Context: an optimization exercise on an open-source flow, tuned for small area, a short achievable clock period and few clock cycles. The choices shown serve that exercise and are no tape-out recipe. In this exercise RTL edits were held to simulation tests only and were not proved equivalent to the original. No activity file was given, so power comes from the tool's default toggle rates.

==> flow/design.v <==
module ence464_core (
    input             clk,
    input             rst,         
    input             cmd_valid,
    output            cmd_ready,
    input      [31:0] cmd,
    input      [31:0] ticks,       
    input             full_dh,     
    input             full_dy,     
    input             full_ah,     
    input             full_ay,     
    output reg        rsp_valid,
    output reg [2:0]  rsp_status,
    output reg [15:0] rsp_data,
    output reg [7:0]  rsp_events,
    output reg [3:0]  rsp_fatal,
    output reg [11:0] pub_disp_h,
    output reg [8:0]  pub_disp_y,
    output reg [6:0]  pub_act_h,
    output reg [6:0]  pub_act_y
);
    localparam [2:0] ST_OK = 3'd0, ST_BLOCKED = 3'd1, ST_ILL_CMD = 3'd2,
                     ST_ILL_OPND = 3'd3, ST_PROTOCOL = 3'd4, ST_HALTED = 3'd5,
                     ST_FATAL = 3'd6;
    localparam [1:0] HS_WFS = 2'd0, HS_SMP = 2'd1, HS_WFC = 2'd2, HS_CTL = 2'd3;
    localparam [3:0] OP_ILL = 4'd0, OP_BAD = 4'd1, OP_WR = 4'd2, OP_RD = 4'd3,
                     OP_MEAN = 4'd4, OP_EDGE = 4'd5, OP_REF = 4'd6, OP_YAW = 4'd7,
                     OP_SMP = 4'd8, OP_CTL = 4'd9, OP_TAKE_S = 4'd10,
                     OP_GIVE_C = 4'd11, OP_TAKE_C = 4'd12, OP_GIVE_S = 4'd13,
                     OP_SET_H = 4'd14, OP_SET_Y = 4'd15;
    localparam [1:0] K_NONE = 2'd0, K_SMP = 2'd1, K_CTL = 2'd2, K_REF = 2'd3;
    localparam [29:0] RELOAD_VALUE = 30'd1000000000;
    localparam [20:0] Q_UNIT = 21'd1953125;      
    wire in_ctl  = cmd[31:24] == 8'h40;
    wire in_smp  = cmd[31:24] == 8'h30;
    wire in_data = (cmd[31:24] == 8'h11) | (cmd[31:24] == 8'h12) | (cmd[31:24] == 8'h22);
    reg        rdy;
    reg        rst_r;         
    reg        s1_v;
    reg [7:0]  s1_top;        
    reg        s1_z1;         
    reg        s1_z2;         
    reg [11:0] s1_opd;
    reg        s1_sel;
    reg [29:0] s1_tk;
    reg        s1_tk_hi;      
    reg [3:0]  s1_full;       
    reg        nrdy;
    assign cmd_ready = ~nrdy;
    always @(posedge clk) begin
        rst_r <= rst;
        if (rst) s1_v <= 1'b0;
        else if (rdy) s1_v <= cmd_valid;
        if (rdy) begin
            s1_top    <= cmd[31:24];
            s1_z1     <= ~|cmd[23:17];
            s1_z2     <= ~|cmd[15:12];
            s1_opd    <= cmd[11:0];
            s1_sel    <= cmd[16];
            s1_tk     <= ticks[29:0];
            s1_tk_hi  <= |ticks[31:30];
            s1_full   <= {full_ay, full_ah, full_dy, full_dh};
        end
    end
    reg [11:0] rf0 [0:4];
    reg [4:0]  rf0_ok;        
    reg [11:0] rf1 [0:9];
    reg [9:0]  rf1_ok;
    reg [14:0] sum0;          
    reg [15:0] sum1;
    reg signed [8:0] qd_cnt;
    reg        qd_pa, qd_pb;
    reg        qd_ref_en;
    reg [11:0] smp_ground;
    reg        smp_cal_done;
    reg [11:0] ch_h;
    reg signed [8:0] ch_y;
    reg [3:0]  tgt_h;
    reg [4:0]  tgt_y;
    reg signed [47:0] pidh_i;    
    reg signed [47:0] pidy_i;    
    reg [29:0] last_ticks;
    reg [1:0]  hs;
    reg        fatal_s, fatal_c;
    reg [2:0]  eng_cnt;       
    reg [2:0]  dh_cnt;        
    reg [2:0]  smp_cnt;       
    wire [3:0] k_s   = s1_opd[3:0];
    wire z_lo   = s1_z1 & s1_z2;                  
    wire z_lo16 = z_lo & ~s1_sel;                 
    wire m_wr    = (s1_top == 8'h10) & z_lo;
    wire m_rd    = (s1_top == 8'h11) & z_lo & ~|s1_opd[11:4];
    wire m_mean  = (s1_top == 8'h12) & z_lo & ~|s1_opd;
    wire m_edge  = (s1_top == 8'h20) & z_lo16 & ~|s1_opd[11:2];
    wire m_ref   = (s1_top == 8'h21) & z_lo16 & ~|s1_opd;
    wire m_yaw   = (s1_top == 8'h22) & z_lo16 & ~|s1_opd;
    wire m_smp   = (s1_top == 8'h30) & z_lo16;
    wire m_ctl   = (s1_top == 8'h40) & z_lo16 & ~|s1_opd;
    wire m_takes = (s1_top == 8'h50) & z_lo16 & ~|s1_opd;
    wire m_givec = (s1_top == 8'h51) & z_lo16 & ~|s1_opd;
    wire m_takec = (s1_top == 8'h52) & z_lo16 & ~|s1_opd;
    wire m_gives = (s1_top == 8'h53) & z_lo16 & ~|s1_opd;
    wire m_seth  = (s1_top == 8'h60) & z_lo16 & ~|s1_opd[11:4];
    wire m_sety  = (s1_top == 8'h61) & z_lo16 & ~|s1_opd[11:5];
    wire rd_bad  = s1_sel ? (k_s >= 4'd10) : (k_s >= 4'd5);
    wire m_bad   = (m_rd & rd_bad) | (m_seth & (k_s > 4'd10)) | (m_sety & (s1_opd[4:0] > 5'd23));
    wire m_rdok  = m_rd & ~rd_bad;
    wire m_sethok = m_seth & ~(k_s > 4'd10);
    wire m_setyok = m_sety & ~(s1_opd[4:0] > 5'd23);
    wire [3:0] op = ({4{m_bad}}    & OP_BAD)    | ({4{m_wr}}     & OP_WR)     |
                    ({4{m_rdok}}   & OP_RD)     | ({4{m_mean}}   & OP_MEAN)   |
                    ({4{m_edge}}   & OP_EDGE)   | ({4{m_ref}}    & OP_REF)    |
                    ({4{m_yaw}}    & OP_YAW)    | ({4{m_smp}}    & OP_SMP)    |
                    ({4{m_ctl}}    & OP_CTL)    | ({4{m_takes}}  & OP_TAKE_S) |
                    ({4{m_givec}}  & OP_GIVE_C) | ({4{m_takec}}  & OP_TAKE_C) |
                    ({4{m_gives}}  & OP_GIVE_S) | ({4{m_sethok}} & OP_SET_H)  |
                    ({4{m_setyok}} & OP_SET_Y);
    reg  ge_rl, ge_vh, ge_vy;
    reg  g0, e0, g1, e1, g2, e2;
    integer b;
    wire [28:0] vh_lo, vy_lo;
    localparam [28:0] C_RL = 29'd400000000, C_VH = 29'd390625000, C_VY = 29'd33593750;
    always @(*) begin
        g0 = 1'b0; e0 = 1'b1; g1 = 1'b0; e1 = 1'b1; g2 = 1'b0; e2 = 1'b1;
        for (b = 28; b >= 0; b = b - 1) begin
            g0 = g0 | (e0 & s1_tk[b] & ~C_RL[b]);
            e0 = e0 & ~(s1_tk[b] ^ C_RL[b]);
            g1 = g1 | (e1 & vh_lo[b] & ~C_VH[b]);
            e1 = e1 & ~(vh_lo[b] ^ C_VH[b]);
            g2 = g2 | (e2 & vy_lo[b] & ~C_VY[b]);
            e2 = e2 & ~(vy_lo[b] ^ C_VY[b]);
        end
        ge_rl = g0 | e0;
        ge_vh = g1 | e1;
        ge_vy = g2 | e2;
    end
    wire s1_reload = ~(s1_tk_hi | s1_tk[29] | ge_rl);
    wire        sel   = s1_sel;
    wire [11:0] val12 = s1_opd;
    wire [3:0]  k     = s1_opd[3:0];
    wire        go    = s1_v & rdy;
    wire is_smp = op == OP_SMP;
    wire smp_ex = go & is_smp & ~fatal_s & (hs == HS_SMP);    
    wire [11:0] rd0_val = rf0_ok[k[2:0]] ? rf0[k[2:0]] : 12'd0;
    wire [11:0] rd1_val = rf1_ok[k] ? rf1[k] : 12'd0;
    wire [11:0] old0    = rf0_ok[0] ? rf0[0] : 12'd0;
    wire [11:0] old1    = rf1_ok[0] ? rf1[0] : 12'd0;
    wire        use1    = sel & ~is_smp;
    wire [11:0] old_val = use1 ? old1 : old0;
    wire signed [12:0] delta = $signed({1'b0, val12}) - $signed({1'b0, old_val});
    wire [15:0] sum_cur = use1 ? sum1 : {1'b0, sum0};
    wire [15:0] sum_new = sum_cur + {{3{delta[12]}}, delta};
    reg         s3_smp, s3_mean, s3_sel, s3_cal;
    wire [15:0] mean_num = (s3_mean & s3_sel) ? sum1 + 16'd5 : {sum0, 1'b0} + 16'd5;
    wire [11:0] mean     = mean_num / 16'd10;
    wire [3:0] dir_idx = {qd_pb, qd_pa, s1_opd[1], s1_opd[0]};
    reg signed [1:0] dir;
    always @(*) begin
        case (dir_idx)
            4'd1, 4'd7, 4'd8, 4'd14: dir = -2'sd1;
            4'd2, 4'd4, 4'd11, 4'd13: dir = 2'sd1;
            default: dir = 2'sd0;
        endcase
    end
    wire signed [9:0] cnt_sum  = qd_cnt + dir;
    wire signed [9:0] cnt_norm = (cnt_sum > 10'sd224)  ? cnt_sum - 10'sd448 :
                                 (cnt_sum < -10'sd223) ? cnt_sum + 10'sd448 : cnt_sum;
    wire        cnt_neg = qd_cnt[8];
    wire [7:0]  cnt_abs = cnt_neg ? -qd_cnt[7:0] : qd_cnt[7:0];
    wire [13:0] deg_p   = cnt_abs * 6'd45;
    wire [7:0]  deg_a   = deg_p / 14'd56;
    wire signed [8:0] yaw_deg = cnt_neg ? -$signed({1'b0, deg_a}) : $signed({1'b0, deg_a});
    wire [11:0] ground_eff = s3_cal ? mean : smp_ground;
    wire [12:0] hag_d      = {1'b0, ground_eff} - {1'b0, mean};
    wire [11:0] hag        = hag_d[12] ? 12'd0 : hag_d[11:0];
    wire [30:0] el_d   = {1'b0, last_ticks} - {1'b0, s1_tk};
    wire        dt_bad = s1_tk_hi | el_d[30] | (el_d == 31'd0);
    wire [29:0] el_new = el_d[29:0];
    reg [10:0] tgt_h100;
    always @(*) tgt_h100 = tgt_h * 7'd100;
    wire signed [12:0] eh     = $signed({2'b0, tgt_h100}) - $signed({1'b0, ch_h});
    wire               parked = (tgt_h == 4'd0) && (ch_h <= 12'd10);
    wire               clr_h  = (eh > -13'sd20) && (eh < 13'sd20);
    wire signed [12:0] Eh     = eh + (parked ? 13'sd0 : 13'sd500);
    reg signed [10:0] y_target;
    always @(*) begin
        if (tgt_y == 5'd23) y_target = 11'sd179;
        else                y_target = -11'sd165 + $signed({6'b0, tgt_y}) * 11'sd15;
    end
    wire signed [10:0] ye1      = y_target - ch_y;
    wire signed [10:0] ey11     = (ye1 > 11'sd180) ? 11'sd360 - ye1 : -ye1;
    wire signed [9:0]  ey       = ey11[9:0];
    wire               clr_y    = (ey > -10'sd2) && (ey < 10'sd2);
    wire signed [9:0]  Ey       = ey + (parked ? 10'sd0 : 10'sd40);
    reg [29:0] el;
    reg [15:0] mh;            
    reg [15:0] mEh;           
    reg [12:0] my;            
    reg [12:0] mEy;           
    reg [10:0] lh;            
    reg [7:0]  ly;            
    reg signed [31:0] dh;     
    reg signed [28:0] dy;     
    reg        eng_y;         
    reg        pub_h, pub_y;
    reg        vs_h, vs_y;    
    reg [27:0] v_w;           
    reg        v_pend, v_axis_y, v_neg, v_big, v_pub;
    wire ld;                  
    wire [15:0] mh0 = {{2{eh[12]}}, eh, 1'b0};
    wire [12:0] my0 = {{2{ey[9]}}, ey, 1'b0};
    wire [15:0] mEh0 = {{2{Eh[12]}}, Eh, 1'b0};
    wire [12:0] mEy0 = {{2{Ey[9]}}, Ey, 1'b0};
    wire        s2_ctl = go & (op == OP_CTL);
    wire [31:0] el3 = {2'b0, el} + {1'b0, el, 1'b0};
    reg  [3:0]  bd_h, bd_y, bd_Eh, bd_Ey;
    reg  [32:0] mg_h, mg_y;
    reg  [22:0] mc_h, mc_y;
    wire [3:0]  src_Eh = s2_ctl ? mEh0[15:12] : mEh[15:12];
    wire [3:0]  src_Ey = s2_ctl ? mEy0[12:9] : mEy[12:9];
    wire [29:0] el_m   = s2_ctl ? el_new : el;
    always @(*) begin
        if (s2_ctl) begin
            case (mh0[2:0])
                3'b001, 3'b010: bd_h = 4'b0001;
                3'b011:         bd_h = 4'b0010;
                3'b100:         bd_h = 4'b1010;
                3'b101, 3'b110: bd_h = 4'b1001;
                default:        bd_h = 4'b0000;
            endcase
            case (my0[2:0])
                3'b001, 3'b010: bd_y = 4'b0001;
                3'b011:         bd_y = 4'b0010;
                3'b100:         bd_y = 4'b1010;
                3'b101, 3'b110: bd_y = 4'b1001;
                default:        bd_y = 4'b0000;
            endcase
        end else begin
            case (mh[3:0])
                4'b0001, 4'b0010: bd_h = 4'b0001;
                4'b0011, 4'b0100: bd_h = 4'b0010;
                4'b0101, 4'b0110: bd_h = 4'b0011;
                4'b0111:          bd_h = 4'b0100;
                4'b1000:          bd_h = 4'b1100;
                4'b1001, 4'b1010: bd_h = 4'b1011;
                4'b1011, 4'b1100: bd_h = 4'b1010;
                4'b1101, 4'b1110: bd_h = 4'b1001;
                default:          bd_h = 4'b0000;
            endcase
            case (my[3:0])
                4'b0001, 4'b0010: bd_y = 4'b0001;
                4'b0011, 4'b0100: bd_y = 4'b0010;
                4'b0101, 4'b0110: bd_y = 4'b0011;
                4'b0111:          bd_y = 4'b0100;
                4'b1000:          bd_y = 4'b1100;
                4'b1001, 4'b1010: bd_y = 4'b1011;
                4'b1011, 4'b1100: bd_y = 4'b1010;
                4'b1101, 4'b1110: bd_y = 4'b1001;
                default:          bd_y = 4'b0000;
            endcase
        end
        case (src_Eh)
            4'b0001, 4'b0010: bd_Eh = 4'b0001;
            4'b0011, 4'b0100: bd_Eh = 4'b0010;
            4'b0101, 4'b0110: bd_Eh = 4'b0011;
            4'b0111:          bd_Eh = 4'b0100;
            4'b1000:          bd_Eh = 4'b1100;
            4'b1001, 4'b1010: bd_Eh = 4'b1011;
            4'b1011, 4'b1100: bd_Eh = 4'b1010;
            4'b1101, 4'b1110: bd_Eh = 4'b1001;
            default:          bd_Eh = 4'b0000;
        endcase
        case (src_Ey)
            4'b0001, 4'b0010: bd_Ey = 4'b0001;
            4'b0011, 4'b0100: bd_Ey = 4'b0010;
            4'b0101, 4'b0110: bd_Ey = 4'b0011;
            4'b0111:          bd_Ey = 4'b0100;
            4'b1000:          bd_Ey = 4'b1100;
            4'b1001, 4'b1010: bd_Ey = 4'b1011;
            4'b1011, 4'b1100: bd_Ey = 4'b1010;
            4'b1101, 4'b1110: bd_Ey = 4'b1001;
            default:          bd_Ey = 4'b0000;
        endcase
        case (bd_h[2:0])
            3'd1:    mg_h = {3'b0, el_m};
            3'd2:    mg_h = {2'b0, el_m, 1'b0};
            3'd3:    mg_h = {1'b0, el3};
            3'd4:    mg_h = {1'b0, el_m, 2'b0};
            default: mg_h = 33'd0;
        endcase
        case (bd_y[2:0])
            3'd1:    mg_y = {3'b0, el_m};
            3'd2:    mg_y = {2'b0, el_m, 1'b0};
            3'd3:    mg_y = {1'b0, el3};
            3'd4:    mg_y = {1'b0, el_m, 2'b0};
            default: mg_y = 33'd0;
        endcase
        case (bd_Eh[2:0])
            3'd1:    mc_h = 23'd390625;
            3'd2:    mc_h = 23'd781250;
            3'd3:    mc_h = 23'd1171875;
            3'd4:    mc_h = 23'd1562500;
            default: mc_h = 23'd0;
        endcase
        case (bd_Ey[2:0])
            3'd1:    mc_y = 23'd390625;
            3'd2:    mc_y = 23'd781250;
            3'd3:    mc_y = 23'd1171875;
            3'd4:    mc_y = 23'd1562500;
            default: mc_y = 23'd0;
        endcase
    end
    wire [47:0] ah   = (s2_ctl & clr_h) ? 48'd0 : pidh_i;
    wire [47:0] ay   = (s2_ctl & clr_y) ? 48'd0 : pidy_i;
    wire [49:0] hs_x = {ah[47], ah, 1'b1} + {{16{bd_h[3]}}, mg_h ^ {33{bd_h[3]}}, bd_h[3]};
    wire [49:0] ys_x = {ay[47], ay, 1'b1} + {{16{bd_y[3]}}, mg_y ^ {33{bd_y[3]}}, bd_y[3]};
    wire signed [48:0] hs_sum = hs_x[49:1];
    wire signed [48:0] ys_sum = ys_x[49:1];
    wire signed [48:0] h0_sum = hs_sum;
    wire signed [48:0] y0_sum = ys_sum;
    wire signed [31:0] dh_nx  = (s2_ctl ? 32'sd0 : (dh <<< 3)) +
                                (bd_Eh[3] ? -$signed({1'b0, mc_h}) : $signed({1'b0, mc_h}));
    wire signed [28:0] dy_nx  = (s2_ctl ? 29'sd0 : (dy <<< 3)) +
                                (bd_Ey[3] ? -$signed({1'b0, mc_y}) : $signed({1'b0, mc_y}));
    wire signed [48:0] xh     = {hs_sum[37:0], lh};
    wire signed [48:0] xy     = {ys_sum[40:0], ly};
    wire signed [47:0] xh_sat = (xh[48] ^ xh[47]) ? {xh[48], {47{~xh[48]}}} : xh[47:0];
    wire signed [47:0] xy_sat = (xy[48] ^ xy[47]) ? {xy[48], {47{~xy[48]}}} : xy[47:0];
    wire signed [38:0] vv     = (vs_y ? $signed(pidy_i[47:10]) : $signed(pidh_i[47:11])) +
                                (vs_y ? $signed(dy) : $signed(dh));
    wire               vv_neg = vv[38];
    assign             vh_lo  = vv[28:0];
    assign             vy_lo  = {3'b0, vv[25:0]};
    wire               vh_big = ~vv[38] & ((|vv[37:29]) | ge_vh);
    wire               vy_big = ~vv[38] & ((|vv[37:26]) | ge_vy);
    wire [27:0]        vy5    = {vv[25:0], 2'b00} + {2'b00, vv[25:0]};
    wire [28:0] dv_t6 = {1'b0, v_w} - {2'b0, Q_UNIT, 6'b0};
    wire [26:0] dv_r6 = dv_t6[28] ? v_w[26:0] : dv_t6[26:0];
    wire [27:0] dv_t5 = {1'b0, dv_r6} - {2'b0, Q_UNIT, 5'b0};
    wire [25:0] dv_r5 = dv_t5[27] ? dv_r6[25:0] : dv_t5[25:0];
    wire [26:0] dv_t4 = {1'b0, dv_r5} - {2'b0, Q_UNIT, 4'b0};
    wire [24:0] dv_r4 = dv_t4[26] ? dv_r5[24:0] : dv_t4[24:0];
    wire [25:0] dv_t3 = {1'b0, dv_r4} - {2'b0, Q_UNIT, 3'b0};
    wire [23:0] dv_r3 = dv_t3[25] ? dv_r4[23:0] : dv_t3[23:0];
    wire [24:0] dv_t2 = {1'b0, dv_r3} - {2'b0, Q_UNIT, 2'b0};
    wire [22:0] dv_r2 = dv_t2[24] ? dv_r3[22:0] : dv_t2[22:0];
    wire [23:0] dv_t1 = {1'b0, dv_r2} - {2'b0, Q_UNIT, 1'b0};
    wire [21:0] dv_r1 = dv_t1[23] ? dv_r2[21:0] : dv_t1[21:0];
    wire [22:0] dv_t0 = {1'b0, dv_r1} - {2'b0, Q_UNIT};
    wire [6:0]  dv_q  = ~{dv_t6[28], dv_t5[27], dv_t4[26], dv_t3[25],
                          dv_t2[24], dv_t1[23], dv_t0[22]};
    wire [6:0] duty = v_neg ? 7'd0 : v_big ? (v_axis_y ? 7'd85 : 7'd99) : dv_q;
    reg        e_v;
    reg [2:0]  e_st;
    reg        e_hd;
    reg [1:0]  e_kind, e_sub;
    reg        e_r;
    reg        hold_w;        
    reg [11:0] hold_d;
    reg        hold_sx;
    reg        eng_load;
    reg        d_v   [1:6];
    reg        d_hd  [1:6];
    reg [3:0]  d_c   [1:6];   
    reg        d_r   [1:6];
    reg [11:0] d_hold;
    reg        d_hold_sx;
    assign ld = eng_load;
    always @(*) begin
        e_v = go; e_st = ST_OK; e_hd = 1'b0; e_kind = K_NONE; e_sub = 2'd0; e_r = 1'b0;
        hold_w = 1'b0; hold_d = 12'd0; hold_sx = 1'b0; eng_load = 1'b0;
        case (op)
            OP_BAD: e_st = ST_ILL_OPND;
            OP_RD: begin
                e_hd = 1'b1; hold_w = 1'b1; hold_d = sel ? rd1_val : rd0_val;
            end
            OP_MEAN: begin
                e_hd = 1'b1; hold_w = 1'b1;     
            end
            OP_YAW: begin
                e_hd = 1'b1; hold_w = 1'b1; hold_sx = 1'b1;
                hold_d = {{3{yaw_deg[8]}}, yaw_deg};
            end
            OP_REF: if (qd_ref_en) e_kind = K_REF;
            OP_SMP: begin
                if (fatal_s) e_st = ST_HALTED;
                else if (hs != HS_SMP) e_st = ST_PROTOCOL;
                else begin
                    e_kind = K_SMP;
                    if (s1_full[0])      begin e_st = ST_FATAL; e_sub = 2'd1; end
                    else if (s1_full[1]) begin e_st = ST_FATAL; e_sub = 2'd2; end
                end
            end
            OP_CTL: begin
                if (fatal_c) e_st = ST_HALTED;
                else if (hs != HS_CTL) e_st = ST_PROTOCOL;
                else begin
                    e_kind = K_CTL;
                    if (dt_bad) begin e_st = ST_FATAL; e_sub = 2'd1; end
                    else begin
                        eng_load = 1'b1;
                        e_r = s1_reload;
                        if (s1_full[2])      begin e_st = ST_FATAL; e_sub = 2'd2; end
                        else if (s1_full[3]) begin e_st = ST_FATAL; e_sub = 2'd3; end
                    end
                end
            end
            OP_TAKE_S: begin
                if (fatal_s) e_st = ST_HALTED;
                else if (hs != HS_WFS) e_st = ST_BLOCKED;
            end
            OP_GIVE_C: begin
                if (fatal_s) e_st = ST_HALTED;
                else if (hs != HS_SMP) e_st = ST_PROTOCOL;
            end
            OP_TAKE_C: begin
                if (fatal_c) e_st = ST_HALTED;
                else if (hs != HS_WFC) e_st = ST_BLOCKED;
            end
            OP_GIVE_S: begin
                if (fatal_c) e_st = ST_HALTED;
                else if (hs != HS_CTL) e_st = ST_PROTOCOL;
            end
            OP_ILL: e_st = ST_ILL_CMD;
            default: ;
        endcase
        if (!go) begin hold_w = 1'b0; eng_load = 1'b0; end
    end
    wire [2:0] eng_nx  = eng_load ? 3'd4 : (eng_cnt != 3'd0) ? eng_cnt - 3'd1 : 3'd0;
    wire [2:0] hold_nx = hold_w   ? 3'd5 : (dh_cnt  != 3'd0) ? dh_cnt  - 3'd1 : 3'd0;
    wire [2:0] smp_nx  = smp_ex   ? 3'd5 : (smp_cnt != 3'd0) ? smp_cnt - 3'd1 : 3'd0;
    wire       busy_e = eng_nx != 3'd0;
    wire       busy_d = hold_nx != 3'd0;
    wire       busy_s = smp_nx != 3'd0;
    wire       stall_new  = cmd_valid & ((in_ctl & busy_e) | (in_data & busy_d) | (in_smp & busy_s));
    wire       stall_held = s1_v & (((op == OP_CTL) & busy_e) | (((op == OP_RD) | (op == OP_MEAN) | (op == OP_YAW)) & busy_d) |
                                    ((op == OP_SMP) & busy_s));
    wire       stall_nx = rdy ? stall_new : stall_held;
    integer i;
    always @(posedge clk) begin
        d_v[1] <= e_v & ~rst_r; d_hd[1] <= e_hd; d_r[1] <= e_r;
        d_c[1] <= (e_kind == K_REF) ? 4'd6 :
                  (e_kind == K_SMP) ? 4'd7 + {2'b0, e_sub} :
                  (e_kind == K_CTL) ? 4'd10 + {2'b0, e_sub} : {1'b0, e_st};
        for (i = 2; i <= 6; i = i + 1) begin
            d_v[i] <= d_v[i-1] & ~rst_r; d_hd[i] <= d_hd[i-1];
            d_c[i] <= d_c[i-1]; d_r[i] <= d_r[i-1];
        end
        rsp_valid  <= d_v[6] & ~rst & ~rst_r;
        rsp_data   <= d_hd[6] ? {{4{d_hold_sx & d_hold[11]}}, d_hold} : 16'd0;
        case (d_c[6])
            4'd6:    begin rsp_status <= ST_OK;    rsp_events <= 8'h80; rsp_fatal <= 4'd0; end
            4'd7:    begin rsp_status <= ST_OK;    rsp_events <= 8'h0D; rsp_fatal <= 4'd0; end
            4'd8:    begin rsp_status <= ST_FATAL; rsp_events <= 8'h01; rsp_fatal <= 4'd1; end
            4'd9:    begin rsp_status <= ST_FATAL; rsp_events <= 8'h05; rsp_fatal <= 4'd2; end
            4'd10:   begin rsp_status <= ST_OK;    rsp_events <= {1'b0, d_r[6], 6'h32}; rsp_fatal <= 4'd0; end
            4'd11:   begin rsp_status <= ST_FATAL; rsp_events <= 8'h02; rsp_fatal <= 4'd5; end
            4'd12:   begin rsp_status <= ST_FATAL; rsp_events <= {1'b0, d_r[6], 6'h02}; rsp_fatal <= 4'd3; end
            4'd13:   begin rsp_status <= ST_FATAL; rsp_events <= {1'b0, d_r[6], 6'h12}; rsp_fatal <= 4'd4; end
            default: begin rsp_status <= d_c[6][2:0]; rsp_events <= 8'h00; rsp_fatal <= 4'd0; end
        endcase
        if (d_c[6] == 4'd7 || d_c[6] == 4'd8 || d_c[6] == 4'd9) begin
            pub_disp_h <= ch_h;
            pub_disp_y <= ch_y;
        end
        if (hold_w && op != OP_MEAN) begin
            d_hold    <= hold_d;
            d_hold_sx <= hold_sx;
        end
        if (s3_mean) begin
            d_hold    <= mean;
            d_hold_sx <= 1'b0;
        end
        if (v_pend && v_pub) begin
            if (v_axis_y) pub_act_y <= duty;
            else          pub_act_h <= duty;
        end
        s3_smp  <= smp_ex;
        s3_mean <= go & (op == OP_MEAN);
        s3_sel  <= sel;
        s3_cal  <= !smp_cal_done && tgt_h == 4'd0;
        if (rst_r) begin
            rdy          <= 1'b1;
            nrdy         <= 1'b0;
            eng_cnt      <= 3'd0;
            dh_cnt       <= 3'd0;
            smp_cnt      <= 3'd0;
            v_pend       <= 1'b0;
            vs_h         <= 1'b0;
            vs_y         <= 1'b0;
            eng_y        <= 1'b0;
            s3_smp       <= 1'b0;
            s3_mean      <= 1'b0;
            rf0_ok       <= 5'd0;
            rf1_ok       <= 10'd0;
            sum0         <= 15'd0;
            sum1         <= 16'd0;
            qd_cnt       <= 9'sd0;
            qd_pa        <= 1'b0;
            qd_pb        <= 1'b0;
            qd_ref_en    <= 1'b1;
            smp_ground   <= 12'd0;
            smp_cal_done <= 1'b0;
            ch_h         <= 12'd0;
            ch_y         <= 9'sd0;
            tgt_h        <= 4'd0;
            tgt_y        <= 5'd0;
            pidh_i       <= 48'sd0;
            pidy_i       <= 48'sd0;
            last_ticks   <= RELOAD_VALUE;
            hs           <= HS_WFS;
            fatal_s      <= 1'b0;
            fatal_c      <= 1'b0;
        end else begin
            rdy     <= ~stall_nx;
            nrdy    <= stall_nx;
            eng_cnt <= eng_nx;
            dh_cnt  <= hold_nx;
            smp_cnt <= smp_nx;
            if (s3_smp) begin
                if (s3_cal) begin
                    smp_ground   <= mean;
                    smp_cal_done <= 1'b1;
                end
                ch_h <= hag;
            end
            vs_h   <= 1'b0;
            vs_y   <= 1'b0;
            v_pend <= 1'b0;
            if (ld) begin
                pub_h  <= ~s1_full[2];
                pub_y  <= ~s1_full[2] & ~s1_full[3];
                eng_y  <= ~s1_full[2];
                el     <= el_new;
                mh     <= {{2{mh0[15]}}, mh0[15:2]};
                mEh    <= {mEh0[12:0], 3'b000};
                dh     <= dh_nx;
                pidh_i <= {h0_sum[48], h0_sum[48:2]};
                lh     <= {h0_sum[1:0], lh[10:2]};
                if (!s1_full[2]) begin
                    my     <= {{2{my0[12]}}, my0[12:2]};
                    mEy    <= {mEy0[9:0], 3'b000};
                    dy     <= dy_nx;
                    pidy_i <= {y0_sum[48], y0_sum[48:2]};
                    ly     <= {y0_sum[1:0], ly[7:2]};
                end
            end else begin
                if (eng_cnt != 3'd0) begin
                    mh  <= {{3{mh[15]}}, mh[15:3]};
                    mEh <= {mEh[12:0], 3'b000};
                    dh  <= dh_nx;
                    if (eng_cnt == 3'd1) begin
                        pidh_i <= xh_sat;
                        vs_h   <= 1'b1;
                    end else begin
                        pidh_i <= {{2{hs_sum[48]}}, hs_sum[48:3]};
                        lh     <= {hs_sum[2:0], lh[10:3]};
                    end
                end
                if (eng_y) begin
                    my  <= {{3{my[12]}}, my[12:3]};
                    mEy <= {mEy[9:0], 3'b000};
                    dy  <= dy_nx;
                    if (eng_cnt == 3'd2) begin
                        pidy_i <= xy_sat;
                        vs_y   <= 1'b1;
                        eng_y  <= 1'b0;
                    end else begin
                        pidy_i <= {{2{ys_sum[48]}}, ys_sum[48:3]};
                        ly     <= {ys_sum[2:0], ly[7:3]};
                    end
                end
            end
            if (vs_h) begin
                v_pend   <= 1'b1;
                v_axis_y <= 1'b0;
                v_neg    <= vv_neg;
                v_big    <= vh_big;
                v_w      <= vv[28:1];
                v_pub    <= pub_h;
            end
            if (vs_y) begin
                v_pend   <= 1'b1;
                v_axis_y <= 1'b1;
                v_neg    <= vv_neg;
                v_big    <= vy_big;
                v_w      <= vy5;
                v_pub    <= pub_y;
            end
            if (go) begin
                case (op)
                OP_WR: begin
                    if (sel) begin
                        for (i = 0; i < 9; i = i + 1) rf1[i] <= rf1[i+1];
                        rf1[9] <= val12;
                        rf1_ok <= {1'b1, rf1_ok[9:1]};
                        sum1 <= sum_new;
                    end else begin
                        for (i = 0; i < 4; i = i + 1) rf0[i] <= rf0[i+1];
                        rf0[4] <= val12;
                        rf0_ok <= {1'b1, rf0_ok[4:1]};
                        sum0 <= sum_new[14:0];
                    end
                end
                OP_EDGE: begin
                    qd_cnt <= cnt_norm[8:0];
                    qd_pa  <= s1_opd[0];
                    qd_pb  <= s1_opd[1];
                end
                OP_REF: qd_ref_en <= 1'b0;
                OP_SMP: begin
                    if (!fatal_s && hs == HS_SMP) begin
                        for (i = 0; i < 4; i = i + 1) rf0[i] <= rf0[i+1];
                        rf0[4] <= val12;
                        rf0_ok <= {1'b1, rf0_ok[4:1]};
                        sum0 <= sum_new[14:0];
                        ch_y <= yaw_deg;
                        if (s1_full[0] | s1_full[1]) fatal_s <= 1'b1;
                    end
                end
                OP_CTL: begin
                    if (!fatal_c && hs == HS_CTL) begin
                        if (dt_bad) fatal_c <= 1'b1;
                        else begin
                            last_ticks <= s1_reload ? RELOAD_VALUE : s1_tk;
                            if (s1_full[2] | s1_full[3]) fatal_c <= 1'b1;
                        end
                    end
                end
                OP_TAKE_S: if (!fatal_s && hs == HS_WFS) hs <= HS_SMP;
                OP_GIVE_C: if (!fatal_s && hs == HS_SMP) hs <= HS_WFC;
                OP_TAKE_C: if (!fatal_c && hs == HS_WFC) hs <= HS_CTL;
                OP_GIVE_S: if (!fatal_c && hs == HS_CTL) hs <= HS_WFS;
                OP_SET_H: tgt_h <= s1_opd[3:0];
                OP_SET_Y: tgt_y <= s1_opd[4:0];
                default: ;
                endcase
            end
        end
    end
endmodule
==> flow/flow/run.sh <==
#!/bin/bash
# The standard layout (the standard.sh, all of its steps unchanged), except
# that the ports are buffered with sky130_fd_sc_hd__buf_2 rather than the
# buffer the placer picks by default (a delay cell). Every port still gets its
# own buffer. standard.sh's full output goes to standard.log here; ORFS's own
# per-step logs stay under orfs/logs.
set -e
export BUFFER_PORTS_ARGS="-buffer_cell sky130_fd_sc_hd__buf_2"
bash standard.sh > standard.log 2>&1
==> flow/standard.sh <==
#!/bin/bash
# synth_recipe.tcl (not shown) runs the flow's synth.tcl, then flattens the netlist and writes it again
# the make line also repeats each setting of config.mk as NAME=value (left out here)
make -C /OpenROAD-flow-scripts/flow DESIGN_CONFIG=/design/flow/config.mk WORK_HOME=/design/flow/orfs CLKGATE_MAP_FILE= SYNTH_SCRIPT=/design/flow/synth_recipe.tcl "${@:-finish}"
==> flow/config.mk <==
export PLATFORM = sky130hd
export DESIGN_NAME = ence464_core
export DESIGN_NICKNAME = ence464_core
export VERILOG_FILES = /design/flow/design.v
export SDC_FILE = /design/flow/constraint.sdc
export NUM_CORES = 4
export LEC_CHECK = 0
export CAP_MARGIN = 10
export CORE_MARGIN = 2
export CORE_UTILIZATION = 40
export CTS_CLUSTER_DIAMETER = 100
export CTS_CLUSTER_SIZE = 30
export SLEW_MARGIN = 10
==> flow/constraint.sdc <==
create_clock -name core_clock -period 80.0 [get_ports {clk}]
set_input_delay 16.0000 -clock core_clock [delete_from_list [all_inputs] [get_ports {clk}]]
set_output_delay 16.0000 -clock core_clock [all_outputs]
set_load 0.01 [all_outputs]
==> impl_metrics.yaml, run 1 <==
detailed_routing:
  wirelength_um: 184000
  vias: 53630
  post_drt_via_cell_ratio: 5.82
  drtIter0Drc: 5145
  remaining_drc_errors: 0
  routedWlPerCell_um: 20.0
  first_pass_iters: 6
  postRouteAntennaNets: 0
timing:
  rsz0062_at_grt: "no"
  tightestPinTransition_ns: 1.24
  maxSlewHeadroom_pct: 16.2
  holdWs_ns: 0.333
  max_freq_mhz: 57.8
  finalSetupViolations: 0
  final_max_slew_viol_count: 0
  setup_tns_ns: 0
  finalHoldViolations: 0
  clock_skew_ns: 0.103
  fin_crit_ns: 17.30
  period_share_pct: 21.6
cts:
  cts.path.max_buffers: 3
  h-tree-depth: 2
  cts_root_buffer: "clkbuf_16"
  numCtsBuffers: 42
  cts_resized: 0
  cts-hold-fix-buffers: 0
  postCtsSetupBuffers: 0
  cts_sinks: 806
  tritoncts: "built"
  clk_latency_ns: 0.73
  clkTransAtPathRegs_ns: 0.10
placement:
  hpwl_um: 139000
  port_buffers: 137
  dpl_cell_area_um2: 64700
  dp.cells: 9140
  gp_congestion: 1.01
cells_and_area:
  final_common_cell: "nand2_1"
  layout_common_cells: "nand2_1, nor2_1, a21oi_1, edfxtp_1, ha_1"
  areaGrowthSynthToFinish_pct: 6.69
  nNetsFinal: 7692
  drive_gt1_share_pct: 7.76
  utilization_pct: 43.0
  final_cells: 9220
  finish.instance_area_um2: 66200
logic_synthesis:
  syn_area_per_cell_um2: 8.64
  synthCells: 7185
  synth_top_area_share_pct: 23.0
  ys_seq_area_share_pct: 33.7
  async_reset_ff_share_pct: 0
  synth_compound_area_share_pct: 22.7
  synth_seq_cells: 806
  synth_area_leader_cell: "edfxtp_1"
  netlist_area_um2: 62000
  synth-simple-area-share_pct: 17.7
  synth_edf_count: 475
  ys.warnings.count: 7
  synth_xor_area_share_pct: 7.53
  synth.distinct_cells: 130
  synth_ff_type: "edfxtp_1"
  muxShareOfSynthArea_pct: 3.55
  synth_fp_nets: 7737
  synth_fa_ha_area_share_pct: 10.5
  ys_top_cells_by_area: "edfxtp_1, dfxtp_1, ha_1"
  synth_top_family_by_area: "compound AO/OA/AOI/OAI gates"
grt:
  grt_pass1_vias: 50534
  gr-usage-all-layers_pct: 22.5
  grt_max_degree: 91
  grt_pass1_wl_um: 286000
  antenna_found_initial: 3
  overflow: 0
hold_path:
  worstHoldStart: "d_c[3][3]"
  holdPathStages: 0
  hold_end: "d_c[4][3]"
  hold_path.class: "register to register"
setup_path:
  worstPathRequired_ns: 64.00
  crit_family: "flip-flops"
  r2r_slack_ns: 66.26
  end_kind: "output port"
  r2r_cells: 64
  crit_cells: 1
  cp_cell_sequence: "buf_2"
  worst_r2r_endpoint: "dy[28]"
  start_kind: "register"
  critPathKind: "register to output port"
  rr_startpoint: "tgt_y[2]"
  cp_slowest_stage_delay_ns: 0.43
  worst-path-buf-inv: 1
  critPathMaxFanout: 1
  arrival_ns: 1.30
  crit_slowest_cell: "dfxtp_1"
pwr:
  powerDensity_nw_per_um2: 11.1
  ir_drop_mv: 0.0165
  p_leak_nw: 26.1
die:
  placementRows: 144
  dieWidth_um: 398
  fp.dieH_um: 398
  initial_core_util_pct: 40.3
  core_area_um2: 154000
  ioPinCount: 139
  dieArea_um2: 158000
run_status:
  outcome: "timing/DRC/antenna clean"
run:
  cap_viol_max_count: 0
## logic make-up after synthesis
| group | after synthesis |
|---|---|
| buf+inv | 715 |
| xor+xnor | 530 |
| simple gates | 2315 |
| other cells | 1 |
| flops | 806 |
| compound gates | 2112 |
| fa+ha+maj | 506 |
| mux | 200 |
## Yosys cell counts (46+ instances only)
master      n
o21a_1     67
clkbuf_1  242
a21o_1    106
nor2_1    643
nor4_1     46
a221oi_1   55
xor2_1    124
nand3_1   137
ha_1      452
nor3_1    163
a211oi_1  105
and3_1     49
nand2_1   692
nand2b_1   75
o31ai_1    47
a22oi_1    83
inv_1     411
mux2i_1    78
o211ai_1   65
mux2_2    117
edfxtp_1  475
and2_1    171
nor2b_1   106
a21oi_1   584
xnor2_1   402
o21ai_0   424
dfxtp_1   331
o21bai_1   97
## worst max-delay path by stage
| stage | to | start |
|---|---|---|
| 2_1_floorplan | rdy | cmd[24] |
| 3_3_place_gp | rdy | cmd[24] |
| 3_5_place_dp | rdy | cmd[24] |
| 4_1_cts | rsp_valid | rsp_valid |
| 5_1_grt | rsp_valid | rsp_valid |
| 6_report | rsp_valid | rsp_valid |
## through the flow
step,worst slack [ns],total power (W)
after global routing,62.63,0.000760
final,62.70,0.000735
after floorplan,62.47,0.000466
after CTS,62.61,0.000744
after detailed placement,62.22,0.000476
after global placement,62.15,0.000475
## report_power, final
group / total (W) / switching, W / internal (W)
sequential: 0.000439 / 0.00000270 / 0.000437
combinational: 0.0000273 / 0.0000175 / 0.00000980
clock: 0.000269 / 0.000161 / 0.000108
## per-layer routing
metal | global-route usage, % | vias up | share of wire [%]
met3 | 2.79 | 305 | 6.2
li1 | - | 26049 | -
met2 | 35.7 | 1718 | 44
met1 | 31.2 | 25558 | 46
met4 | 8.20 | 0 | 3.7
met5 | 0 | - | 0
## sequential cells by signal (all words and copies together) (netlist names), 12 cells and up, named ones only
register / flops
pub_disp_h: 12
v_w: 28
sum1: 16
last_ticks: 30
dy: 29
smp_ground: 12
mEh: 12
dh: 32
mh: 14
d_hold: 12
pidh_i: 48
pidy_i: 48
s1_tk: 30
rf1: 120
sum0: 15
rsp_data: 13
d_c: 24
ch_h: 12
s1_opd: 12
rf0: 60
el: 30
## final cells by class
cell class              count  area (um2)
clock inverters            23         348
multi-input cells        5664       38500
inverters                 417        1570
clock buffers              55        1110
repair buffers            209        1230
well taps                2044        2560
diodes                      2        5.00
fillers                 15257       87800
flip-flops and latches    806       20900
Testbench counts, summed over its fixed seeds: cycles 31,640.
==> run 2: changes to the inputs <==
--- a/flow/config.mk
+++ b/flow/config.mk
@@ -8,6 +8,6 @@
 export CAP_MARGIN = 10
 export CORE_MARGIN = 2
 export CORE_UTILIZATION = 40
-export CTS_CLUSTER_DIAMETER = 100
+export CTS_CLUSTER_DIAMETER = 50
 export CTS_CLUSTER_SIZE = 30
 export SLEW_MARGIN = 10
==> impl_metrics.yaml, run 2 <==
pwr:
  totalPowerFinal_w: 0.000961
  powerDensity_nw_per_um2: 14.0
  ir_drop_mv: 0.0161
  p_leak_nw: 27.2
cells_and_area:
  final_common_cell: "nand2_1"
  top_regs: "rf1: 120 flops, rf0: 60 flops"
  nFillCells: 15040
  drive_gt1_share_pct: 9.18
  areaGrowthSynthToFinish_pct: 10.3
  final_cells: 9335
  regMostFlops: "rf1"
  nNetsFinal: 7753
  largest_register_ffs: 120
  layout_common_cells: "nand2_1, nor2_1, a21oi_1, edfxtp_1, ha_1"
timing:
  finalHoldViolations: 0
  tightestPinTransition_ns: 1.27
  holdWs_ns: 0.328
  fin_crit_ns: 17.35
  period_share_pct: 21.7
  finalSetupViolations: 0
  maxSlewHeadroom_pct: 14.6
  clock_skew_ns: 0.0694
  setup_tns_ns: 0
  max_freq_mhz: 57.6
  final_max_slew_viol_count: 0
  rsz0062_at_grt: "no"
logic_synthesis:
  synth_common_cells: "nand2_1, nor2_1, a21oi_1, edfxtp_1, ha_1"
  synth_most_common_cell: "nand2_1"
  synth.distinct_cells: 130
  synth_top_area_share_pct: 23.0
  synth_area_leader_cell: "edfxtp_1"
  synth_seq_cells: 806
  synth_fp_nets: 7737
  netlist_area_um2: 62000
  ys_top_cells_by_area: "edfxtp_1, dfxtp_1, ha_1"
  ys_seq_area_share_pct: 33.7
  syn_area_per_cell_um2: 8.64
  ys.warnings.count: 7
  async_reset_ff_share_pct: 0
  synth_ff_type: "edfxtp_1"
  synthCells: 7185
  synth_edf_count: 475
cts:
  tritoncts: "built"
  clk_latency_ns: 0.77
  cts.path.max_buffers: 3
  cts_root_buffer: "clkbuf_16"
  cts-hold-fix-buffers: 0
  clkTransAtPathRegs_ns: 0.06
  h-tree-depth: 3
  cts_resized: 0
  cts_sinks: 806
  numCtsBuffers: 103
  postCtsSetupBuffers: 0
die:
  dieArea_um2: 158000
  ioPinCount: 139
  placementRows: 144
  fp.dieH_um: 398
  initial_core_util_pct: 40.3
  dieWidth_um: 398
  core_area_um2: 154000
setup_path:
  arrival_ns: 1.35
  cp_cell_sequence: "buf_2"
  crit_slowest_cell: "dfxtp_1"
  critPathKind: "register to output port"
  cp-startpoint: "rsp_valid"
  start_kind: "register"
  critPathMaxFanout: 1
  end_kind: "output port"
  crit_family: "flip-flops"
  cp_slowest_stage_delay_ns: 0.43
  rr_startpoint: "tgt_y[2]"
  worst-path-buf-inv: 1
  worstPathRequired_ns: 64.00
hold_path:
  worstHoldStart: "d_r[5]"
  hold_path.class: "register to register"
detailed_routing:
  post_drt_via_cell_ratio: 5.80
  postRouteAntennaNets: 0
  drtIter0Drc: 5156
  routedWlPerCell_um: 19.9
  first_pass_iters: 7
  remaining_drc_errors: 0
  vias: 54119
  wirelength_um: 186000
placement:
  port_buffers: 137
  gp_congestion: 1.01
  dp.cells: 9140
  hpwl_um: 139000
grt:
  antenna_found_initial: 6
  grt_max_degree: 91
  overflow: 0
  grt_pass1_wl_um: 290000
  grt_pass1_vias: 51423
  gr-usage-all-layers_pct: 22.8
run:
  cap_viol_max_count: 0
run_status:
  outcome: "timing/DRC/antenna clean"
==> run 2: routing by layer <==
layer | part of all wire, % | vias up | global-route usage, %
met5 | 0.020 | - | 0
met4 | 4.0 | 4 | 8.89
met3 | 6.9 | 374 | 3.75
met2 | 44 | 1834 | 36.0
met1 | 45 | 25695 | 31.0
li1 | - | 26212 | -
==> run 2: worst register-to-register path: cells and delay by family, from the launching register on <==
family                     cells  cell delay, ns
adders and majority gates      8            2.71
DFF                            1            0.53
AOI/OAI and AO/OA             34            6.00
buffers and inverters          2            0.26
xor gates and xnor gates       5            0.91
and+or+nand+nor               14            2.75
muxes                          1            0.29
==> run 2: worst paths after layout <==
check | to | slack, ns | depth (start not counted)
worst max-delay path | rsp_valid | 62.65 | 1
worst min-delay path | d_r[6] | 0.33 | 0
worst max register to register | dy[28] | 66.31 | 64
worst min register to register | d_r[6] | 0.33 | 0
==> run 2: final cells by class <==
type	instances	area, um2	area share, %
sequential	806	20900	30.5
tap	2044	2560	3.74
clock inverter	73	976	1.43
multi-input combinational	5664	38500	56.2
antenna	1	2.50	0.00366
clock buffer	121	2740	4.00
timing repair buffer	209	1230	1.80
inverter	417	1570	2.29
==> run 2: cells by family (layout without fill, tap and decap cells) <==
kind of cell / after synthesis / after routing / share of synthesized area [%]
mux: 200 / 200 / 3.55
buf+inv: 715 / 820 / 4.47
xor+xnor: 530 / 530 / 7.53
flops: 806 / 806 / 33.7
compound gates: 2112 / 2112 / 22.7
other cells: 1 / 2 / 0.00604
fa+ha+maj: 506 / 506 / 10.5
simple gates: 2315 / 2315 / 17.7
==> run 2: stage by stage <==
step                      util, %  cell area (um2)  worst slack (ns)
after detailed placement     42.0            64700             62.22
final                        44.4            68400             62.65
after global routing         44.4            68400             62.58
after floorplan                 -            62000             62.47
after CTS                    44.4            68400             62.57
after global placement       42.0            64700             62.15
==> run 2: power by group <==
group	switching [W]	internal, W	leakage, nW
clock	0.000215	0.000279	1.80
combinational	0.0000174	0.00000980	18.4
sequential	0.00000269	0.000437	7.01
==> run 3: changes to the inputs <==
--- a/flow/config.mk
+++ b/flow/config.mk
@@ -8,6 +8,6 @@
 export CAP_MARGIN = 10
 export CORE_MARGIN = 2
 export CORE_UTILIZATION = 40
-export CTS_CLUSTER_DIAMETER = 50
+export CTS_CLUSTER_DIAMETER = 80
 export CTS_CLUSTER_SIZE = 30
 export SLEW_MARGIN = 10
==> impl_metrics.yaml, run 3 <==
run_status:
  outcome: "timing/DRC/antenna clean"
timing:
  clock_skew_ns: 0.0700
  fin_crit_ns: 17.32
  setup_ws_ns: 62.68
  final_max_slew_viol_count: 0
  finalSetupViolations: 0
  period_share_pct: 21.7
  maxSlewHeadroom_pct: 17.7
  holdWs_ns: 0.335
  tightestPinTransition_ns: 1.22
  setup_tns_ns: 0
  max_freq_mhz: 57.7
  rsz0062_at_grt: "no"
  finalHoldViolations: 0
detailed_routing:
  drtIter0Drc: 4979
  wirelength_um: 184000
  postRouteAntennaNets: 0
  vias: 53655
  remaining_drc_errors: 0
  first_pass_iters: 8
  post_drt_via_cell_ratio: 5.81
  routedWlPerCell_um: 19.9
pwr:
  totalPowerFinal_w: 0.000787
  switching_power_w: 0.000197
  p_leak_nw: 26.4
  swShare_pct: 25.0
  powerDensity_nw_per_um2: 11.8
  ir_drop_mv: 0.0152
  intPower_w: 0.000590
  pwr-share-seq_pct: 55.8
  clockPowerShare_pct: 40.7
  p_comb_share_pct: 3.5
logic_synthesis:
  ys_seq_area_share_pct: 33.7
  synth_fp_nets: 7737
  syn_area_per_cell_um2: 8.64
  synth_common_cells: "nand2_1, nor2_1, a21oi_1, edfxtp_1, ha_1"
  ys_top_cells_by_area: "edfxtp_1, dfxtp_1, ha_1"
  ys.warnings.count: 7
  synth_area_leader_cell: "edfxtp_1"
  synth_top_area_share_pct: 23.0
  synth_edf_count: 475
  async_reset_ff_share_pct: 0
  synthCells: 7185
  synth.distinct_cells: 130
  synth_seq_cells: 806
  synth_ff_type: "edfxtp_1"
  synth_most_common_cell: "nand2_1"
  netlist_area_um2: 62000
cells_and_area:
  areaGrowthSynthToFinish_pct: 7.47
  top_regs: "rf1: 120 flops, rf0: 60 flops"
  layout_common_cells: "nand2_1, nor2_1, a21oi_1, edfxtp_1, ha_1"
  nNetsFinal: 7700
  drive_gt1_share_pct: 8.07
  final_common_cell: "nand2_1"
  utilization_pct: 43.3
  largest_register_ffs: 120
  regMostFlops: "rf1"
die:
  placementRows: 144
  dieArea_um2: 158000
  core_area_um2: 154000
  ioPinCount: 139
  initial_core_util_pct: 40.3
  dieWidth_um: 398
  fp.dieH_um: 398
cts:
  cts.path.max_buffers: 3
  cts_root_buffer: "clkbuf_16"
  postCtsSetupBuffers: 0
  clk_latency_ns: 0.72
  cts-hold-fix-buffers: 0
  tritoncts: "built"
  cts_resized: 0
  clkTransAtPathRegs_ns: 0.10
  cts_sinks: 806
  numCtsBuffers: 50
  h-tree-depth: 2
hold_path:
  holdPathStages: 0
  worstHoldStart: "d_c[3][0]"
  hold_path.class: "register to register"
  hold_end: "d_c[4][0]"
run:
  cap_viol_max_count: 0
placement:
  pre_cts_slack_ns: 62.22
  port_buffers: 137
  gp_congestion: 1.01
  hpwl_um: 139000
setup_path:
  cp_slowest_stage_delay_ns: 0.44
  critPathMaxFanout: 1
  start_kind: "register"
  worst-path-buf-inv: 1
  worstPathRequired_ns: 64.00
  arrival_ns: 1.32
  cp_cell_sequence: "buf_2"
  worst_r2r_endpoint: "dy[28]"
  r2r_slack_ns: 66.25
  end_kind: "output port"
  critPathKind: "register to output port"
  rr_startpoint: "tgt_y[2]"
  crit_family: "flip-flops"
  crit_slowest_cell: "dfxtp_1"
  r2r_cells: 64
grt:
  gr-usage-all-layers_pct: 22.5
  grt_max_degree: 91
  antenna_found_initial: 4
  overflow: 0
  grt_pass1_wl_um: 287000
  grt_pass1_vias: 50715
==> run 3: power groups by stage <==
stage	clock network (W)	logic (W)	registers (W)
after CTS	0.000329	0.0000272	0.000439
after global routing	0.000342	0.0000302	0.000440
after global placement	0	0.0000266	0.000449
final	0.000320	0.0000273	0.000439
after detailed placement	0	0.0000270	0.000449
after floorplan	0	0.0000184	0.000447
==> run 3: kinds of logic (layout without fill, tap and decap cells) <==
group	count (synthesis)	count (layout)	share of synthesized area (%)
other cells	1	3	0.00604
buf+inv	715	720	4.47
mux	200	200	3.55
flops	806	806	33.7
simple gates	2315	2315	17.7
xor+xnor	530	530	7.53
fa+ha+maj	506	506	10.5
compound gates	2112	2112	22.7
==> run 3: final cells by class <==
class | count | area, um2
sequential | 806 | 20900
tap | 2044 | 2560
fill | 15190 | 87400
clock buffer | 59 | 1340
clock inverter | 35 | 602
inverter | 417 | 1570
antenna | 2 | 5.00
multi-input combinational | 5664 | 38500
timing repair buffer | 209 | 1230
==> run 3: how the worst max path moves through the flow <==
| stage | endpoint | startpoint | cells after the start |
|---|---|---|---|
| after floorplan | rdy | cmd[24] | 7 |
| after global placement | rdy | cmd[24] | 8 |
| after detailed placement | rdy | cmd[24] | 8 |
| after CTS | rsp_valid | rsp_valid | 1 |
| after global routing | rsp_valid | rsp_valid | 1 |
| final | rsp_valid | rsp_valid | 1 |
==> run 3: per-layer routing <==
metal  share of wire [%]  track usage (%)
met5              0.0098                0
met4                 3.8             8.50
met3                 6.5             3.06
met2                  44             35.7
met1                  45             31.0
==> run 3: per-stage QoR <==
step	instances	cell area, um2
5_1_grt	9235	66700
6_report	9236	66700
4_1_cts	9234	66700
3_3_place_gp	9139	64700
2_1_floorplan	7185	62000
3_5_place_dp	9140	64700
==> run 4: changes to the inputs <==
--- a/flow/config.mk
+++ b/flow/config.mk
@@ -8,6 +8,6 @@
 export CAP_MARGIN = 10
 export CORE_MARGIN = 2
 export CORE_UTILIZATION = 40
-export CTS_CLUSTER_DIAMETER = 80
-export CTS_CLUSTER_SIZE = 30
+export CTS_CLUSTER_DIAMETER = 60
+export CTS_CLUSTER_SIZE = 24
 export SLEW_MARGIN = 10
==> impl_metrics.yaml, run 4 <==
logic_synthesis:
  synth_seq_cells: 806
  ys_top_cells_by_area: "edfxtp_1, dfxtp_1, ha_1"
  ys_seq_area_share_pct: 33.7
  async_reset_ff_share_pct: 0
  synth_common_cells: "nand2_1, nor2_1, a21oi_1, edfxtp_1, ha_1"
  synth_most_common_cell: "nand2_1"
  synth_top_area_share_pct: 23.0
  netlist_area_um2: 62000
  synth.distinct_cells: 130
  synth_area_leader_cell: "edfxtp_1"
  synth_ff_type: "edfxtp_1"
  synthCells: 7185
  synth_edf_count: 475
  ys.warnings.count: 7
  synth_fp_nets: 7737
  syn_area_per_cell_um2: 8.64
placement:
  port_buffers: 137
  gp_congestion: 1.01
  dpl_cell_area_um2: 64700
  hpwl_um: 139000
die:
  initial_core_util_pct: 40.3
  fp.dieH_um: 398
  placementRows: 144
  dieWidth_um: 398
  core_area_um2: 154000
  ioPinCount: 139
  dieArea_um2: 158000
detailed_routing:
  route.met2.wl_um: 82100
  first_pass_iters: 10
  vias: 53958
  remaining_drc_errors: 0
  dr.max_layer_used: "met5"
  drtIter0Drc: 4995
  met3_length_um: 11400
  wirelength_um: 185000
  postRouteAntennaNets: 0
  post_drt_via_cell_ratio: 5.81
  wl_met1_um: 83900
  routedWlPerCell_um: 19.9
pwr:
  intPower_w: 0.000646
  switching_power_w: 0.000224
  swShare_pct: 25.7
  p_leak_nw: 26.8
  ir_drop_mv: 0.0166
  p_comb_share_pct: 3.1
  pwr-share-seq_pct: 50.5
  powerDensity_nw_per_um2: 12.9
  clockPowerShare_pct: 46.4
grt:
  antenna_found_initial: 9
  grt_pass1_vias: 51031
  grt_pass1_wl_um: 288000
  overflow: 0
  gr-usage-all-layers_pct: 22.7
  grt_max_degree: 91
setup_path:
  crit_family: "flip-flops"
  worst_r2r_endpoint: "dy[28]"
  critPathKind: "register to output port"
  rr_startpoint: "tgt_y[2]"
  critPathMaxFanout: 1
  r2r_slack_ns: 66.33
  r2r_cells: 64
  worst-path-buf-inv: 1
  cp_cell_sequence: "buf_2"
  start_kind: "register"
  end_kind: "output port"
  crit_slowest_cell: "dfxtp_1"
  crit_cells: 1
  cp-startpoint: "rsp_valid"
  cp_slowest_stage_delay_ns: 0.43
  worstPathRequired_ns: 64.00
  arrival_ns: 1.34
timing:
  finalSetupViolations: 0
  maxSlewHeadroom_pct: 17.1
  final_max_slew_viol_count: 0
  finalHoldViolations: 0
  rsz0062_at_grt: "no"
  max_freq_mhz: 57.7
  period_share_pct: 21.7
  clock_skew_ns: 0.0623
  fin_crit_ns: 17.34
  tightestPinTransition_ns: 1.23
  setup_tns_ns: 0
cts:
  cts.path.max_buffers: 3
  cts-hold-fix-buffers: 0
  tritoncts: "built"
  clkTransAtPathRegs_ns: 0.08
  cts_root_buffer: "clkbuf_16"
  numCtsBuffers: 78
  h-tree-depth: 3
  cts_sinks: 806
  postCtsSetupBuffers: 0
  clk_latency_ns: 0.73
  cts_resized: 0
cells_and_area:
  final_common_cell: "nand2_1"
  multi_input_area_um2: 38500
  regMostFlops: "rf1"
  areaGrowthSynthToFinish_pct: 8.88
  top_regs: "rf1: 120 flops, rf0: 60 flops"
  finish.instance_area_um2: 67600
  utilization_pct: 43.9
  largest_register_ffs: 120
  drive_gt1_share_pct: 8.70
  nFillCells: 15121
  ff_latch_area_um2: 20900
  nNetsFinal: 7728
  layout_common_cells: "nand2_1, nor2_1, a21oi_1, edfxtp_1, ha_1"
run:
  cap_viol_max_count: 0
run_status:
  outcome: "timing/DRC/antenna clean"
hold_path:
  worstHoldStart: "d_r[5]"
  hold_path.class: "register to register"
  hold_end: "d_r[6]"
  holdPathStages: 0
## run 4: cell counts after synthesis
No cell type changed its count.
## run 4: area by class of cell
type,instances,area share [%]
Inverter,417,2.32
Clock inverter,60,1.18
Antenna cell,3,0.0111
Timing Repair Buffer,209,1.83
Multi-Input combinational cell,5664,57.0
Sequential cell,806,30.9
Clock buffer,86,2.99
Tap cell,2044,3.79
## run 4: worst max-delay path by stage
| stage | endpoint |
|---|---|
| 5_1_grt | rsp_valid |
| 6_report | rsp_valid |
| 2_1_floorplan | rdy |
| 3_5_place_dp | rdy |
| 4_1_cts | rsp_valid |
| 3_3_place_gp | rdy |
## run 4: power groups by stage
stage                     Clock, W  Sequential, W  Combinational (W)
after floorplan                  0       0.000447          0.0000184
after global placement           0       0.000449          0.0000266
after detailed placement         0       0.000449          0.0000270
after CTS                 0.000412       0.000439          0.0000272
after global routing      0.000427       0.000439          0.0000302
final                     0.000403       0.000439          0.0000273
## run 4: metrics by stage
step | cells | hold slack (ns) | setup WS, ns | power [W]
global route | 9288 | 0.336 | 62.58 | 0.000896
CTS | 9286 | 0.332 | 62.58 | 0.000879
floorplan | 7185 | 0.310 | 62.47 | 0.000466
finish | 9289 | 0.330 | 62.66 | 0.000870
detailed placement | 9140 | 0.314 | 62.22 | 0.000476
global placement | 9139 | 0.311 | 62.15 | 0.000475
## run 4: cell families (layout without fill, tap and decap cells)
family | count (synthesis) | after routing | share of synthesized area, %
XOR/XNOR | 530 | 530 | 7.53
buffers and inverters | 715 | 772 | 4.47
adder cells (fa/ha/maj) | 506 | 506 | 10.5
flip-flops | 806 | 806 | 33.7
other | 1 | 4 | 0.00604
AO/OA/AOI/OAI | 2112 | 2112 | 22.7
multiplexers | 200 | 200 | 3.55
AND/OR/NAND/NOR | 2315 | 2315 | 17.7
## run 4: worst register-to-register path: cells and delay by family (launching register included)
| kind | cells | cell delay (ns) |
|---|---|---|
| simple gates | 14 | 2.72 |
| mux | 1 | 0.29 |
| fa+ha+maj | 8 | 2.71 |
| flops | 1 | 0.54 |
| buf+inv | 2 | 0.26 |
| compound gates | 34 | 6.02 |
| xor+xnor | 5 | 0.91 |
## run 4: routing by layer
layer  track usage [%]  up-vias
met5                 0        -
met4              8.87        6
met3              3.51      334
met2              35.9     1743
met1              30.9    25736
li1                  -    26139
==> run 5: changes to the inputs <==
--- a/flow/config.mk
+++ b/flow/config.mk
@@ -8,6 +8,6 @@
 export CAP_MARGIN = 10
 export CORE_MARGIN = 2
 export CORE_UTILIZATION = 40
-export CTS_CLUSTER_DIAMETER = 60
-export CTS_CLUSTER_SIZE = 24
+export CTS_CLUSTER_DIAMETER = 100
+export CTS_CLUSTER_SIZE = 26
 export SLEW_MARGIN = 10
==> impl_metrics.yaml, run 5 <==
cts:
  cts_sinks: 806
  numCtsBuffers: 44
  cts_root_buffer: "clkbuf_16"
  clk_latency_ns: 0.72
  cts-hold-fix-buffers: 0
  cts_resized: 0
  cts.path.max_buffers: 3
  postCtsSetupBuffers: 0
  clkTransAtPathRegs_ns: 0.10
  tritoncts: "built"
  h-tree-depth: 2
die:
  ioPinCount: 139
  placementRows: 144
  core_area_um2: 154000
  initial_core_util_pct: 40.3
  fp.dieH_um: 398
  dieWidth_um: 398
  dieArea_um2: 158000
detailed_routing:
  post_drt_via_cell_ratio: 5.81
  first_pass_iters: 6
  drtIter0Drc: 5048
  vias: 53585
  routedWlPerCell_um: 19.9
  wirelength_um: 184000
  postRouteAntennaNets: 0
  remaining_drc_errors: 0
pwr:
  intPower_w: 0.000566
  p_comb_share_pct: 3.7
  switching_power_w: 0.000177
  powerDensity_nw_per_um2: 11.2
  ir_drop_mv: 0.0164
  clockPowerShare_pct: 37.2
  p_leak_nw: 26.2
  swShare_pct: 23.8
  pwr-share-seq_pct: 59.1
timing:
  setup_ws_ns: 62.68
  setup_tns_ns: 0
  rsz0062_at_grt: "no"
  finalHoldViolations: 0
  final_max_slew_viol_count: 0
  period_share_pct: 21.6
  max_freq_mhz: 57.7
  fin_crit_ns: 17.32
  maxSlewHeadroom_pct: 15.7
  clock_skew_ns: 0.0938
  tightestPinTransition_ns: 1.25
  holdWs_ns: 0.335
  finalSetupViolations: 0
placement:
  dpl_cell_area_um2: 64700
  hpwl_um: 139000
  port_buffers: 137
  pre_cts_slack_ns: 62.22
  gp_congestion: 1.01
setup_path:
  worst-path-buf-inv: 1
  cp_slowest_stage_delay_ns: 0.44
  crit_family: "flip-flops"
  crit_slowest_cell: "dfxtp_1"
  r2r_slack_ns: 66.26
  r2r_cells: 60
  critPathMaxFanout: 1
  end_kind: "output port"
  arrival_ns: 1.32
  worst_r2r_endpoint: "dy[28]"
  cp_cell_sequence: "buf_2"
  start_kind: "register"
  rr_startpoint: "tgt_y[2]"
  critPathKind: "register to output port"
  worstPathRequired_ns: 64.00
hold_path:
  hold_end: "d_c[5][3]"
  hold_path.class: "register to register"
  holdPathStages: 0
  worstHoldStart: "d_c[4][3]"
logic_synthesis:
  synth_area_leader_cell: "edfxtp_1"
  ys_seq_area_share_pct: 33.7
  synth-simple-area-share_pct: 17.7
  muxShareOfSynthArea_pct: 3.55
  ys.warnings.count: 7
  netlist_area_um2: 62000
  synth_top_family_by_area: "compound AO/OA/AOI/OAI gates"
  synth_fa_ha_area_share_pct: 10.5
  syn_area_per_cell_um2: 8.64
  synth_compound_area_share_pct: 22.7
  ys_top_cells_by_area: "edfxtp_1, dfxtp_1, ha_1"
  synth_seq_cells: 806
  synthCells: 7185
  synth_fp_nets: 7737
  synth_edf_count: 475
  synth_most_common_cell: "nand2_1"
  synth.distinct_cells: 130
  synth_top_area_share_pct: 23.0
  synth_common_cells: "nand2_1, nor2_1, a21oi_1, edfxtp_1, ha_1"
  synth_xor_area_share_pct: 7.53
  synth_ff_type: "edfxtp_1"
  async_reset_ff_share_pct: 0
cells_and_area:
  regMostFlops: "rf1"
  final_common_cell: "nand2_1"
  nFillCells: 15232
  utilization_pct: 43.0
  layout_common_cells: "nand2_1, nor2_1, a21oi_1, edfxtp_1, ha_1"
  nNetsFinal: 7694
  drive_gt1_share_pct: 7.77
  areaGrowthSynthToFinish_pct: 6.79
  top_regs: "rf1: 120 flops, rf0: 60 flops"
  finish.instance_area_um2: 66300
  largest_register_ffs: 120
grt:
  antenna_found_initial: 3
  grt_max_degree: 91
  gr-usage-all-layers_pct: 22.5
  grt_pass1_vias: 50597
  overflow: 0
  grt_pass1_wl_um: 286000
run:
  cap_viol_max_count: 0
run_status:
  outcome: "timing/DRC/antenna clean"
## run 5: worst max path at each step
stage	start	cells after the start	end	slack [ns]
after floorplan	cmd[24]	7	rdy	62.47
after global placement	cmd[24]	8	rdy	62.15
after detailed placement	cmd[24]	8	rdy	62.22
after CTS	rsp_valid	1	rsp_valid	62.60
after global routing	rsp_valid	1	rsp_valid	62.61
final	rsp_valid	1	rsp_valid	62.68
## run 5: power groups by stage
stage               logic (W)  registers (W)  clock network, W
global placement    0.0000266       0.000449                 0
floorplan           0.0000184       0.000447                 0
global route        0.0000302       0.000440          0.000299
detailed placement  0.0000270       0.000449                 0
CTS                 0.0000272       0.000439          0.000285
finish              0.0000272       0.000439          0.000276
## run 5: metrics by stage
stage / total power, W / std cells
2_1_floorplan: 0.000466 / 7185
4_1_cts: 0.000752 / 9222
3_3_place_gp: 0.000475 / 9139
6_report: 0.000743 / 9223
3_5_place_dp: 0.000476 / 9140
5_1_grt: 0.000768 / 9222
## run 5: final cells by class
| class | count | area (um2) | area share [%] |
|---|---|---|---|
| multi-input cells | 5664 | 38500 | 58.1 |
| flip-flops and latches | 806 | 20900 | 31.5 |
| well taps | 2044 | 2560 | 3.86 |
| inverters | 417 | 1570 | 2.36 |
| repair buffers | 209 | 1230 | 1.86 |
| clock buffers | 60 | 1170 | 1.77 |
| clock inverters | 22 | 354 | 0.534 |
| diodes | 1 | 2.50 | 0.00378 |
## run 5: routing by layer
layer | track usage [%] | wire (um) | up-vias
met1 | 31.1 | 83600 | 25526
met4 | 8.04 | 6670 | 2
met3 | 2.84 | 11700 | 294
li1 | - | - | 26052
met5 | 0 | 13 | -
met2 | 35.8 | 81800 | 1711
## run 5: kinds of logic after synthesis
group | count (synthesis)
and+or+nand+nor | 2315
buffers and inverters | 715
other | 1
muxes | 200
AOI/OAI and AO/OA | 2112
xor gates and xnor gates | 530
DFF | 806
adders and majority gates | 506

[what the ideal ports hide]
How much do the figures lean on ideal ports? The routed layouts below were timed once more, with nothing changed but the port constraints. Step 1 assumes that a clkbuf_16 drives the clock port and a buf_2 every other input. Step 2, shift: input delay + t, output delay - t, t = (earliest + latest rising clock arrival at the registers) / 2. This alone moves slack from input paths to output paths. Three values: ideal ports, drivers, drivers and shift; two values: the first two.
| run | t, ns | setup slack, ns | worst register clock-pin slew, ns |
|---|---|---|---|
| run 1 | 0.760 | 62.698 / 62.616 / 62.276 | 0.12 / 0.12 |
| run 2 | 0.822 | 62.648 / 62.566 / 62.246 | 0.08 / 0.08 |
| run 3 | 0.770 | 62.677 / 62.595 / 62.271 | 0.12 / 0.12 |
| run 4 | 0.790 | 62.659 / 62.575 / 62.248 | 0.10 / 0.10 |
| run 5 | 0.754 | 62.682 / 62.598 / 62.270 | 0.11 / 0.11 |
After both steps setup and hold are still met in every run listed. For run 1, which loses most, drivers alone change the setup slack by -0.082 ns; drivers and shift together by -0.422 ns.
